What follows belongs to an exercise in optimizing a design on an open flow for small area, a short achievable clock period and few clock cycles; a production flow would make more cautious choices. Only simulation tests tie the RTL to the original design; equivalence was not proved. No activity file was given, so power comes from the tool's default toggle rates.

Design rsu_radix, start of the top module:
module rsu_radix (
    input  wire        clk,
    input  wire        rst,         
    input  wire        start,
    input  wire [7:0]  cmd,         
    input  wire [15:0] len,         
    input  wire [63:0] val,         
    output wire        ready,
    input  wire        in_valid,
    input  wire [7:0]  in_data,
    output wire        in_ready,
    output wire        out_valid,
    output wire [7:0]  out_data,
    input  wire        out_ready,
    output reg         done,
    output wire [2:0]  err,
    output wire [15:0] out_len,
    output reg  [63:0] res          
);
Settings: LEC_CHECK=0, ABC_AREA=1, CAP_MARGIN=20, CORE_MARGIN=2, CORE_UTILIZATION=50, PLACE_DENSITY=0.7, SETUP_SLACK_MARGIN=5.0, SLEW_MARGIN=20; clock period 8.0 ns.
standard.sh (not shown) runs the stock make flow with config.mk's settings and CLKGATE_MAP_FILE= SYNTH_SCRIPT=/design/flow/synth_recipe.tcl, a recipe that flattens the netlist after the stock synthesis.
==> flow/flow/run.sh <==
#!/bin/bash
# Standard ORFS layout (standard synthesis unchanged), with the port buffers
# made of the smallest plain buffer instead of the default choice.
set -euo pipefail
bash standard.sh BUFFER_PORTS_ARGS="-buffer_cell sky130_fd_sc_hd__buf_1" finish > orfs_flow.log 2>&1
Testbench counts at the start, summed over its fixed seeds: cycles 30,049.
Edit:
==> flow/flow/run.sh (replaced) <==
#!/bin/bash
# Standard ORFS layout (standard synthesis unchanged), with the port buffers
# made of the smallest plain buffer, and timing repair aimed 5.2 ns below the
# clock period.
set -euo pipefail
bash standard.sh BUFFER_PORTS_ARGS="-buffer_cell sky130_fd_sc_hd__buf_1" SETUP_SLACK_MARGIN=5.2 finish > orfs_flow.log 2>&1
Settings changed: CORE_UTILIZATION 50 to 60, PLACE_DENSITY 0.7 to 0.75, SETUP_SLACK_MARGIN 5.0 to default.
Result:
- The changed run finished with timing, DRC and antenna clean
- non-clock buffer count increases by 36
- sequential share of layout area came out lower by 1.1 points
- clock power shrinks by about 7%
- flip-flop and latch count does not change
- via count rises by 3.4%
- maximum frequency grows by 4.7%
Edit:
==> flow/flow/run.sh (replaced) <==
#!/bin/bash
# Standard ORFS layout (standard synthesis unchanged), with the port buffers
# made of the smallest plain buffer, and timing repair aimed 5.25 ns below the
# clock period.
set -euo pipefail
bash standard.sh BUFFER_PORTS_ARGS="-buffer_cell sky130_fd_sc_hd__buf_1" SETUP_SLACK_MARGIN=5.25 finish > orfs_flow.log 2>&1
The changed run produced a clean layout; die area stays the same; global-route usage came out higher by 1.4 points; register-to-register slack gets worse by 120 ps; total power rises by 2.7%; design area is higher by 0.32%; worst setup slack loses 40 ps; clock-buffer cell count shrinks by 7; clock power came out higher by about 7%; synthesized cell count stays the same; wire length rose by 2.4%; maximum frequency is lower by about 1.4%.
Edit:
==> flow/flow/run.sh (replaced) <==
#!/bin/bash
# Standard ORFS layout (standard synthesis unchanged), with the port buffers
# made of the smallest plain buffer, and timing repair aimed 5.35 ns below the
# clock period.
set -euo pipefail
bash standard.sh BUFFER_PORTS_ARGS="-buffer_cell sky130_fd_sc_hd__buf_1" SETUP_SLACK_MARGIN=5.35 finish > orfs_flow.log 2>&1
Effect: The changed run went through all stages and came out clean. Die area is unchanged. Worst setup slack is better by 48 ps. Cell area grows by 9.4%. Core utilization rises by 6.9 points.
Edit:
==> flow/flow/run.sh (replaced) <==
#!/bin/bash
# Standard ORFS layout (standard synthesis unchanged), with the port buffers
# made of the smallest plain buffer instead of the default choice.
set -euo pipefail
bash standard.sh BUFFER_PORTS_ARGS="-buffer_cell sky130_fd_sc_hd__buf_1" finish > orfs_flow.log 2>&1
Settings changed: ABC_AREA 1 to default, SETUP_SLACK_MARGIN from default to 5.0.
Result:
- The changed run went through all stages and came out clean
- cell area falls by roughly a tenth
- fmax fell by a few percent
- wire length went down by about a fifth
- combinational power came out lower by well over a third
- core utilization came out lower by 8.9 points
- register-to-register slack loses 120 ps
- setup slack is worse by 160 ps


Setup of oak:
Another version of the RTL of rsu_radix (not shown whole).
Size: roughly 1,500 cells after synthesis, about 230 flip-flops, roughly 200 I/O pins, ~0.013 sq mm of cells after synthesis.
export LEC_CHECK = 0
export CAP_MARGIN = 20
export CORE_MARGIN = 2
export CORE_UTILIZATION = 40
export SETUP_SLACK_MARGIN = 4.5
export SLEW_MARGIN = 20
create_clock -name core_clock -period 8.0 [get_ports {clk}]
==> flow/flow/run.sh <==
#!/bin/bash
# Standard ORFS layout (standard synthesis unchanged), with the port buffers
# made of the smallest plain buffer instead of the default choice.
set -euo pipefail
bash standard.sh BUFFER_PORTS_ARGS="-buffer_cell sky130_fd_sc_hd__buf_1" finish > orfs_flow.log 2>&1
Testbench counts of oak, summed over its fixed seeds: cycles 30,049.
## Diff of input files: pine against oak
diff --git a/flow/config.mk b/flow/config.mk
--- a/flow/config.mk
+++ b/flow/config.mk
@@ -10,3 +10,3 @@
 export CORE_UTILIZATION = 40
-export SETUP_SLACK_MARGIN = 4.5
+export SETUP_SLACK_MARGIN = 4.8
 export SLEW_MARGIN = 20
==> comparison <==
Compared with oak, in pine relative area change from synthesis to final layout has increased; timing-limited maximum frequency rose by about 4%; fraction of standard cell area in multi-input logic flat. Relative to oak, the maximum number of pins on one net before global-route repair of pine is lower by about 20%. Sort pine and oak by global-route usage, ascending, and oak comes first. Summary of pine over oak: met3 layer wire length in the routed design went up 710 um, utilization after layout went up 1.1 points, share of total power in the clock network went up 0.2 points, final critical path time including I/O delays and setup went down 0.13 ns. In the reports for pine and oak, the larger final instance area belongs to pine.


== the previous run ==
rsu_radix, a different RTL version from the one above (not shown whole).
Size: about 1500 cells after synthesis, about 230 flip-flops, ~200 I/O pins, about 13000 um2 of cells after synthesis.
Design rsu_radix, start of the top module:
module rsu_radix (
    input  wire        clk,
    input  wire        rst,         
    input  wire        start,
    input  wire [7:0]  cmd,         
    input  wire [15:0] len,         
    input  wire [63:0] val,         
    output wire        ready,
    input  wire        in_valid,
    input  wire [7:0]  in_data,
    output wire        in_ready,
    output wire        out_valid,
    output wire [7:0]  out_data,
    input  wire        out_ready,
    output reg         done,
    output wire [2:0]  err,
    output wire [15:0] out_len,
    output reg  [63:0] res          
);
export LEC_CHECK = 0
export CAP_MARGIN = 20
export CORE_MARGIN = 2
export CORE_UTILIZATION = 40
export SLEW_MARGIN = 20
create_clock -name core_clock -period 8.0 [get_ports {clk}]
run.sh (not shown) runs the stock make flow with config.mk's settings and CLKGATE_MAP_FILE= SYNTH_SCRIPT=/design/flow/synth_recipe.tcl, a recipe that flattens the netlist after the stock synthesis.
Stock flow here: none of the scripts above is used.
The previous run finished all stages; the layout is clean.
Testbench counts of the previous run, summed over its fixed seeds: cycles 29,962.
For the current run, these inputs were changed with respect to the previous run:
==> flow/flow/run.sh (new file) <==
#!/bin/bash
# Standard ORFS layout (standard synthesis unchanged), with the port buffers
# made of the smallest plain buffer instead of the default choice.
set -euo pipefail
bash standard.sh BUFFER_PORTS_ARGS="-buffer_cell sky130_fd_sc_hd__buf_1" finish > orfs_flow.log 2>&1
==> flow/standard.sh (new file) <==
#!/bin/bash
# synth_recipe.tcl (not shown) runs the flow's synth.tcl, then flattens the netlist and writes it again
# the make line also repeats each setting of config.mk as NAME=value (left out here)
make -C /OpenROAD-flow-scripts/flow DESIGN_CONFIG=/design/flow/config.mk WORK_HOME=/design/flow/orfs CLKGATE_MAP_FILE= SYNTH_SCRIPT=/design/flow/synth_recipe.tcl "${@:-finish}"
-- flow/config.mk --
<<< the previous run, line 11
>>> the current run, line 11
export SETUP_SLACK_MARGIN = 4.0
removed: flow/run.sh
The current run has completed all stages; timing, DRC and antenna checks passed.
Highest signal layer in the routed design = met5: the previous run; highest signal layer in the routed design = met4: the current run
Summary of the current run over the previous run: measured slew at the worst slew-check pin saw a decrease; final design utilization saw a decrease; met3 routing resource usage after global routing saw an increase; max capacitance violation total saw little to no change.
Of the previous run and the current run, the current run shows the lower via density per instance, with the previous run above it.
The current run: power per standard cell area is 4.7% higher than what the previous run reported.

-- static timing again, ports no longer ideal --
In the flow no input, the clock included, has a driving cell. The finished layouts below were timed again as built, in two steps.
Step 1: set_driving_cell puts a clkbuf_16 on clk and a buf_2 on each other input, an assumption about the parent block.
Step 2 adds t to the input delays and takes it off the output delays; t is the mean of the earliest and latest rising clock arrival at the registers after step 1. Input paths then give back, and output paths get back, about the clock's delay inside the block.
Slacks: no drivers / after step 1 / after step 2; pairs: no drivers / after step 1.
run	shift t [ns]	setup slack, ns	worst setup path after step 2	latest minus earliest clock arrival (ns)
the first run of note 1	0.572	5.087 / 5.038 / 4.539	input to register	0.010 / 0.010
the second run of note 1	0.566	5.218 / 5.169 / 4.741	input to register	0.027 / 0.028
the third run of note 1	0.596	5.178 / 5.127 / 4.685	input to register	0.019 / 0.018
the fourth run of note 1	0.589	5.226 / 5.195 / 4.682	input to register	0.017 / 0.017
the fifth run of note 1	0.573	5.062 / 5.037 / 4.515	input to register	0.020 / 0.020
oak	0.602	4.706 / 4.734 / 4.132	input to register	0.015 / 0.014
pine	0.585	4.833 / 4.855 / 4.269	input to register	0.021 / 0.021
the previous run	0.585	3.213 / 3.159 / 3.418	register to register	0.032 / 0.031
the current run	0.589	4.039 / 4.007 / 4.039	register to register	0.013 / 0.013
After both steps every run listed still meets setup and hold. For oak, which loses most, drivers alone change the setup slack by +0.028 ns; drivers and shift together by -0.574 ns.
